What follows belongs to an exercise in optimizing a design on an open flow for small area; a production flow would make more cautious choices. Function was checked by simulation only, so behaviour that the tests miss may differ from the original. Power and IR drop assume default switching activity.

File: flow/config.mk
export PLATFORM = sky130hd
export DESIGN_NAME = servoscale
export DESIGN_NICKNAME = servoscale
export VERILOG_FILES = /design/flow/design.v
export SDC_FILE = /design/flow/constraint.sdc
export NUM_CORES = 4
export LEC_CHECK = 0
export CAP_MARGIN = 20
export CORE_MARGIN = 2
export CORE_UTILIZATION = 40
export PLACE_DENSITY = 0.6
export SLEW_MARGIN = 20
File: flow/constraint.sdc
create_clock -name core_clock -period 100.0 [get_ports {clk}]
set_input_delay 20.0000 -clock core_clock [delete_from_list [all_inputs] [get_ports {clk}]]
set_output_delay 20.0000 -clock core_clock [all_outputs]
set_load 0.01 [all_outputs]
File: flow/design.v
module servoscale #(
    parameter integer CLKS_PER_US = 10,
    parameter integer FWDFULL     = 300,
    parameter integer MAXBURST    = 15,
    parameter integer REV_NUM     = 2,
    parameter integer REV_DEN     = 3
) (
    input  wire        clk,
    input  wire        rst,
    input  wire        ppm_in,
    output reg         ppm_out,
    output reg  [1:0]  ind,
    output reg         rear_en,
    output reg  [15:0] raw_us,
    output reg         raw_strobe
);
    localparam integer CENTER     = 1500;
    localparam integer MARGIN     = 40;
    localparam integer DEBOUNCE   = 4;
    localparam integer CAL_WINDOW = 1500;
    localparam integer CAL_START  = 10;
    localparam integer CAL_END    = 20;
    localparam integer CAL_DIV    = 10;
    localparam integer DUR_MAX    = 255;
    localparam [2:0] ST_CENTERING = 3'd0;
    localparam [2:0] ST_IDLE      = 3'd1;
    localparam [2:0] ST_REVERSE   = 3'd2;
    localparam [2:0] ST_FORWARD   = 3'd3;
    localparam [2:0] ST_STOPPED   = 3'd4;
    localparam [2:0] ST_BRAKING   = 3'd5;
    localparam [1:0] IND_OFF     = 2'd0;
    localparam [1:0] IND_LIMITED = 2'd1;
    localparam [1:0] IND_SYNCING = 2'd2;
    localparam [2:0] PH_ALIGN   = 3'd0;
    localparam [2:0] PH_ARM     = 3'd1;
    localparam [2:0] PH_MEASURE = 3'd2;
    localparam [2:0] PH_COMPUTE = 3'd3;
    localparam [2:0] PH_EMIT    = 3'd4;
    reg        [2:0]  st;         
    reg        [7:0]  dur;        
    reg signed [15:0] off;        
    reg        [7:0]  burst;      
    reg        [2:0]  phase;
    reg        [17:0] ncnt;       
    reg        [15:0] ecnt;       
    reg        [3:0]  qcnt;       
    localparam [17:0] CPU = CLKS_PER_US;
    wire [17:0] raw_conv = ncnt / CPU;
    wire signed [17:0] raw_s = $signed({2'b00, raw_us});
    wire signed [17:0] off_s = off;
    wire signed [17:0] w = (st == ST_CENTERING) ? raw_s - CENTER
                                                : raw_s - CENTER - off_s;
    wire w_neg = (w <= -MARGIN);
    wire w_pos = (w >= MARGIN);
    wire w_mid = !w_neg && !w_pos;
    wire dwell = (dur >= DEBOUNCE);
    wire plaus = (w >= -CAL_WINDOW) && (w <= CAL_WINDOW);
    reg        [2:0]  st_n;
    reg        [7:0]  dur_n;
    reg signed [15:0] off_n;
    wire signed [15:0] off_avg = off / 16'sd10;             
    always @(*) begin
        st_n  = st;
        dur_n = dur;
        off_n = off;
        if (st == ST_CENTERING) begin
            if (!plaus) begin
                dur_n = (dur != 0) ? dur - 8'd1 : 8'd0;         
            end else if (dur >= CAL_END) begin
                off_n = off_avg;                                
                st_n  = ST_IDLE;
                dur_n = 8'd0;
            end else if (dur >= CAL_START) begin
                off_n = off + w[15:0];                          
            end
        end else begin
            case (st)
                ST_IDLE: begin
                    if (w_neg)      st_n = ST_REVERSE;
                    else if (w_pos) st_n = ST_FORWARD;
                end
                ST_REVERSE: begin
                    if (w_pos)               st_n = ST_FORWARD;
                    else if (w_mid && dwell) st_n = ST_IDLE;
                end
                ST_FORWARD: begin
                    if (w_neg)               st_n = ST_BRAKING;
                    else if (w_mid && dwell) st_n = ST_STOPPED;
                end
                ST_STOPPED: begin
                    if (w_pos)      st_n = ST_FORWARD;
                    else if (w_neg) st_n = ST_BRAKING;
                end
                ST_BRAKING: begin
                    if (w_pos)               st_n = ST_FORWARD;
                    else if (w_mid && dwell) st_n = ST_IDLE;
                end
                default: ;
            endcase
            if (st_n != st) dur_n = 8'd0;
        end
    end
    localparam signed [17:0] RNUM = REV_NUM;
    localparam signed [17:0] RDEN = REV_DEN;
    wire signed [17:0] v_fwd = (w * 18'sd2) / 18'sd5;          
    wire signed [17:0] v_rev = (w * RNUM) / RDEN;              
    wire        avail   = (burst < MAXBURST);
    wire        full    = (w >= FWDFULL);
    wire [7:0]  burst_inc = (burst + 8'd1 >= MAXBURST) ? 2 * MAXBURST : burst + 8'd1;
    wire [7:0]  burst_dec = (burst != 0) ? burst - 8'd1 : 8'd0;
    reg signed [17:0] v;
    reg        [7:0]  burst_n;
    reg        [1:0]  ind_n;
    always @(*) begin
        v       = w;
        burst_n = burst_dec;
        ind_n   = IND_OFF;
        case (st_n)
            ST_FORWARD: begin
                if (full && avail) begin
                    v     = w;                                  
                    ind_n = IND_OFF;
                end else begin
                    v     = v_fwd;                              
                    ind_n = IND_LIMITED;
                end
                burst_n = burst_inc;
            end
            ST_REVERSE: begin
                v     = v_rev;                                  
                ind_n = IND_LIMITED;
            end
            ST_CENTERING: begin
                v       = w;                                    
                burst_n = burst;
                ind_n   = IND_SYNCING;
            end
            default: ;                                          
        endcase
    end
    wire signed [17:0] out_us = v + CENTER;
    wire               rear_n = (st_n == ST_BRAKING) || (st_n == ST_REVERSE);
    always @(posedge clk) begin
        if (rst) begin
            st         <= ST_CENTERING;
            dur        <= 8'd0;
            off        <= 16'sd0;
            burst      <= 8'd0;
            phase      <= PH_ALIGN;
            ncnt       <= 18'd0;
            ecnt       <= 16'd0;
            qcnt       <= 4'd0;
            ppm_out    <= 1'b0;
            ind        <= IND_SYNCING;
            rear_en    <= 1'b0;
            raw_us     <= 16'd0;
            raw_strobe <= 1'b0;
        end else begin
            raw_strobe <= 1'b0;
            case (phase)
                PH_ALIGN: begin
                    if (!ppm_in) phase <= PH_ARM;
                end
                PH_ARM: begin
                    if (ppm_in) begin
                        ncnt  <= 18'd1;
                        phase <= PH_MEASURE;
                    end
                end
                PH_MEASURE: begin
                    if (ppm_in) begin
                        ncnt <= ncnt + 18'd1;
                    end else begin
                        raw_us     <= raw_conv[15:0];
                        raw_strobe <= 1'b1;
                        phase      <= PH_COMPUTE;
                    end
                end
                PH_COMPUTE: begin
                    st      <= st_n;
                    dur     <= dur_n;
                    off     <= off_n;
                    burst   <= burst_n;
                    ind     <= ind_n;
                    rear_en <= rear_n;
                    ecnt    <= out_us[15:0] + 16'd1;
                    qcnt    <= 4'd0;
                    ppm_out <= 1'b1;
                    phase   <= PH_EMIT;
                end
                PH_EMIT: begin
                    if (qcnt == CLKS_PER_US - 1) begin
                        qcnt <= 4'd0;
                        if (ecnt == 16'd1) begin
                            ecnt    <= 16'd0;
                            ppm_out <= 1'b0;
                            dur     <= (dur == DUR_MAX) ? dur : dur + 8'd1;   
                            phase   <= PH_ALIGN;
                        end else begin
                            ecnt <= ecnt - 16'd1;
                        end
                    end else begin
                        qcnt <= qcnt + 4'd1;
                    end
                end
                default: phase <= PH_ALIGN;
            endcase
        end
    end
endmodule
File: flow/run.sh
#!/bin/bash
# synth_recipe.tcl (not shown) runs the flow's synth.tcl, then flattens the netlist and writes it again
# the make line also repeats each setting of config.mk as NAME=value (left out here)
make -C /OpenROAD-flow-scripts/flow DESIGN_CONFIG=/design/flow/config.mk WORK_HOME=/design/flow/orfs CLKGATE_MAP_FILE= SYNTH_SCRIPT=/design/flow/synth_recipe.tcl finish
==> reports/results.ini <==
[critical_path]
worstPathRequired_ns = 100.28
cp-end-kind = flip-flop
arrival_ns = 21.79
crit_path_start_kind = input pin
worstPathCellList = clkdlybuf4s50_1 -> nand2b_1 -> or2_1 -> nor2_1 -> a31oi_1 -> a311oi_1
critical_path_class = in -> reg
crit_slowest_cell = clkdlybuf4s50_1
cp_max_fo = 23
critPathMaxStageDelay_ns = 0.58

[clocking]
cts_tree = built
cts_resized = 0
cts_root_buf = clkbuf_16
path_clk_slew_ns = 0.07
cts_setup_buffers = 0
htree_num_levels = 3
clock_latency_ns = 0.38
cts_buffers = 9
ctsHoldBuffers = 0
numClockSinks = 96
max-clock-path-buffers = 2

[pwr]
vdd_drop_max_mv = 0.00788
p_per_area_mw_per_mm2 = 12.9
p_leak_nw = 6.21

[status]
status = timing/DRC/antenna clean

[sta]
timing.hold.ws_ns = 0.474
slew_headroom_pct = 24.1
slew_viol_final = 0
rsz0062_at_grt = no
tns_ns = 0
finalCriticalPeriod_ns = 21.51
finalHoldViolCount = 0
fin_crit_sh_pct = 21.5
setup_ws_ns = 78.49
setup-violations-final = 0
fmax_mhz = 46.5
worstMarginPinSlew_ns = 1.14
skew_ns = 0.0128

[synth]
yosysUniqueCellTypes = 109
synthFlopType = dfxtp_1
synth.avg_cell_area_um2 = 6.52
netlist_instances = 2578
yosys_warnings = 1
ys_ff_latch = 96
synth_nets = 2641
synth_edf_count = 0
async_reset_ff_share_pct = 0
ys_seq_area_share_pct = 11.4
syn_area_mm2 = 0.0168

[placement]
dpl.hpwl_um = 43100
routabilityCongestion = 0.951
portBuffers = 22
preCtsSetupSlack_ns = 77.71

[die]
core_area_mm2 = 0.0417
rows = 75
dieArea_mm2 = 0.0437
die_w_um = 209
ios = 24
start_util_pct = 40.3
die_h_um = 209

[detailed_routing]
dr.pass1.iters = 5
antenna_left = 0
num_vias = 19900
remaining_drc_errors = 0
wire_per_inst_um = 19.2
drt_iter0_drc = 2305
routed_via_density = 6.58
wirelength_um = 58200

[global_route]
grt_max_degree = 85
globalRouteOverflowTotal = 0
antenna_found_initial = 0
grt_use_total_pct = 25.6
grt_pass1_wl_um = 94300
grt_pass1_vias = 17900

[job]
drv_cap = 0

[layout]
diodes = 0
fin_nets = 2548
areaGrowthSynthToFinish_pct = 5.42
drive_gt1_share_pct = 6.43

[hold_path]
holdCritPathClass = reg -> reg

-- Yosys cell counts, drive strengths merged, types with 10 or more instances --
cell type,instances,share of area (%)
a31oi,40,1.5
and3,39,1.5
o21bai,13,0.58
inv,77,1.7
nand2,262,5.9
o31ai,24,1.2
nor3,107,3.3
nand3,94,2.8
buf,33,1.1
o22ai,33,1.2
a211oi,62,2.9
nor2b,21,0.78
clkbuf,134,3.0
o21a,17,0.77
o41ai,11,0.62
mux2i,12,0.74
dfxtp,96,11
a21o,26,1.2
a311oi,13,0.71
a211o,22,1.1
o21ai,187,5.6
ha,58,4.3
a31o,11,0.57
nand4,29,1.1
xor2,21,1.1
a221oi,23,1.3
nand2b,27,1.0
xnor2,117,6.2
nor4,37,1.6
or3,26,1.0
a2111oi,15,1.1
and2,20,0.76
nor2,334,7.5
or2,26,0.97
o211ai,53,2.4
mux2,10,0.67
a22oi,30,1.3
o221ai,21,1.1
a21oi,208,6.2
or4,16,0.76
-- flip-flops by register name (all words and copies together) (netlist names) --
name,flops
ncnt,18
ecnt,16
off,16
raw_us,15
burst,8
dur,8
qcnt,4
phase,3
st,3
ind,2
ppm_out,1
raw_strobe,1
rear_en,1
-- cells by family after synthesis --
logic type,synth area share (%)
DFF,11.4
and+or+nand+nor,30.5
adders and majority gates,5.03
xor gates and xnor gates,7.46
buffers and inverters,5.86
AOI/OAI and AO/OA,38.2
other,0.0223
muxes,1.41
-- path summary, 6_finish.rpt --
path / cells past startpoint / slack [ns] / from / to
max: 6 / 78.49 / ppm_in / ncnt[16]
min: 2 / 0.47 / ecnt[5] / ecnt[5]
max reg2reg: 40 / 86.34 / raw_us[2] / ecnt[9]
min reg2reg: 2 / 0.47 / ecnt[5] / ecnt[5]
-- cell usage in the layout, fill, tap and decap left out, drive strengths merged, types with 27 or more instances in the layout --
master / instances
buf: 42
nor2: 334
a22oi: 30
xnor2: 117
nand2b: 27
inv: 81
a21oi: 208
o21ai: 187
a211oi: 62
o211ai: 53
ha: 58
o22ai: 33
nand3: 94
nand2: 262
and3: 39
dfxtp: 96
nor3: 107
nand4: 29
a31oi: 40
nor4: 37
-- metrics by stage --
| step | power, mW | utilization, % | cells | instance area (µm²) |
|---|---|---|---|---|
| final | 0.229 | 42.5 | 3029 | 17700 |
| after floorplan | 0.153 | - | 2578 | 16800 |
| after detailed placement | 0.186 | 41.7 | 3013 | 17400 |
| after global routing | 0.244 | 42.5 | 3029 | 17700 |
| after CTS | 0.225 | 42.5 | 3029 | 17700 |
| after global placement | 0.184 | 41.7 | 3013 | 17400 |
-- power by group --
part           internal (mW)  total (mW)  switching (mW)
Combinational         0.0497       0.152           0.102
Sequential            0.0384      0.0389        0.000402
Clock                 0.0205      0.0385          0.0180
-- final cells by class --
type	count	area, µm²
timing repair buffer	63	526
clock buffer	10	239
sequential	96	1920
multi-input combinational	2234	14000
clock inverter	6	72.6
inverter	81	304
fill	4490	24000
tap	539	674
-- layer usage --
layer	up-vias	share of wire (%)	global-route usage, %
li1	9525	-	-
met4	0	1.9	6.21
met5	-	0	0
met1	9450	45	35.7
met3	86	7.2	3.34
met2	863	46	42.0
-- critical path: cells and delay by family --
family                 cells  cell delay (ns)
AOI/OAI and AO/OA          2             0.35
buffers and inverters      1             0.58
and+or+nand+nor            3             0.86

## afterwards: timing with drivers on the ports
How much do the figures lean on ideal ports? The routed layout below was timed once more, with nothing changed but the port constraints. Step 1, drivers: a clkbuf_16 drives clk and a buf_2 each remaining input, both assumed. Step 2, shift: input delay + t, output delay - t, t = (earliest + latest rising clock arrival at the registers) / 2. This alone moves slack from input paths to output paths. Slacks: no drivers / after step 1 / after step 2; pairs: no drivers / after step 1.
t (ns): 0.419
setup WS [ns]: 78.493 / 78.460 / 78.097
worst hold slack (ns): 0.474 / 0.474 / 0.474
After both steps this run still meets setup and hold. The setup slack of this run moves by -0.033 ns with the drivers and by -0.396 ns with both steps.
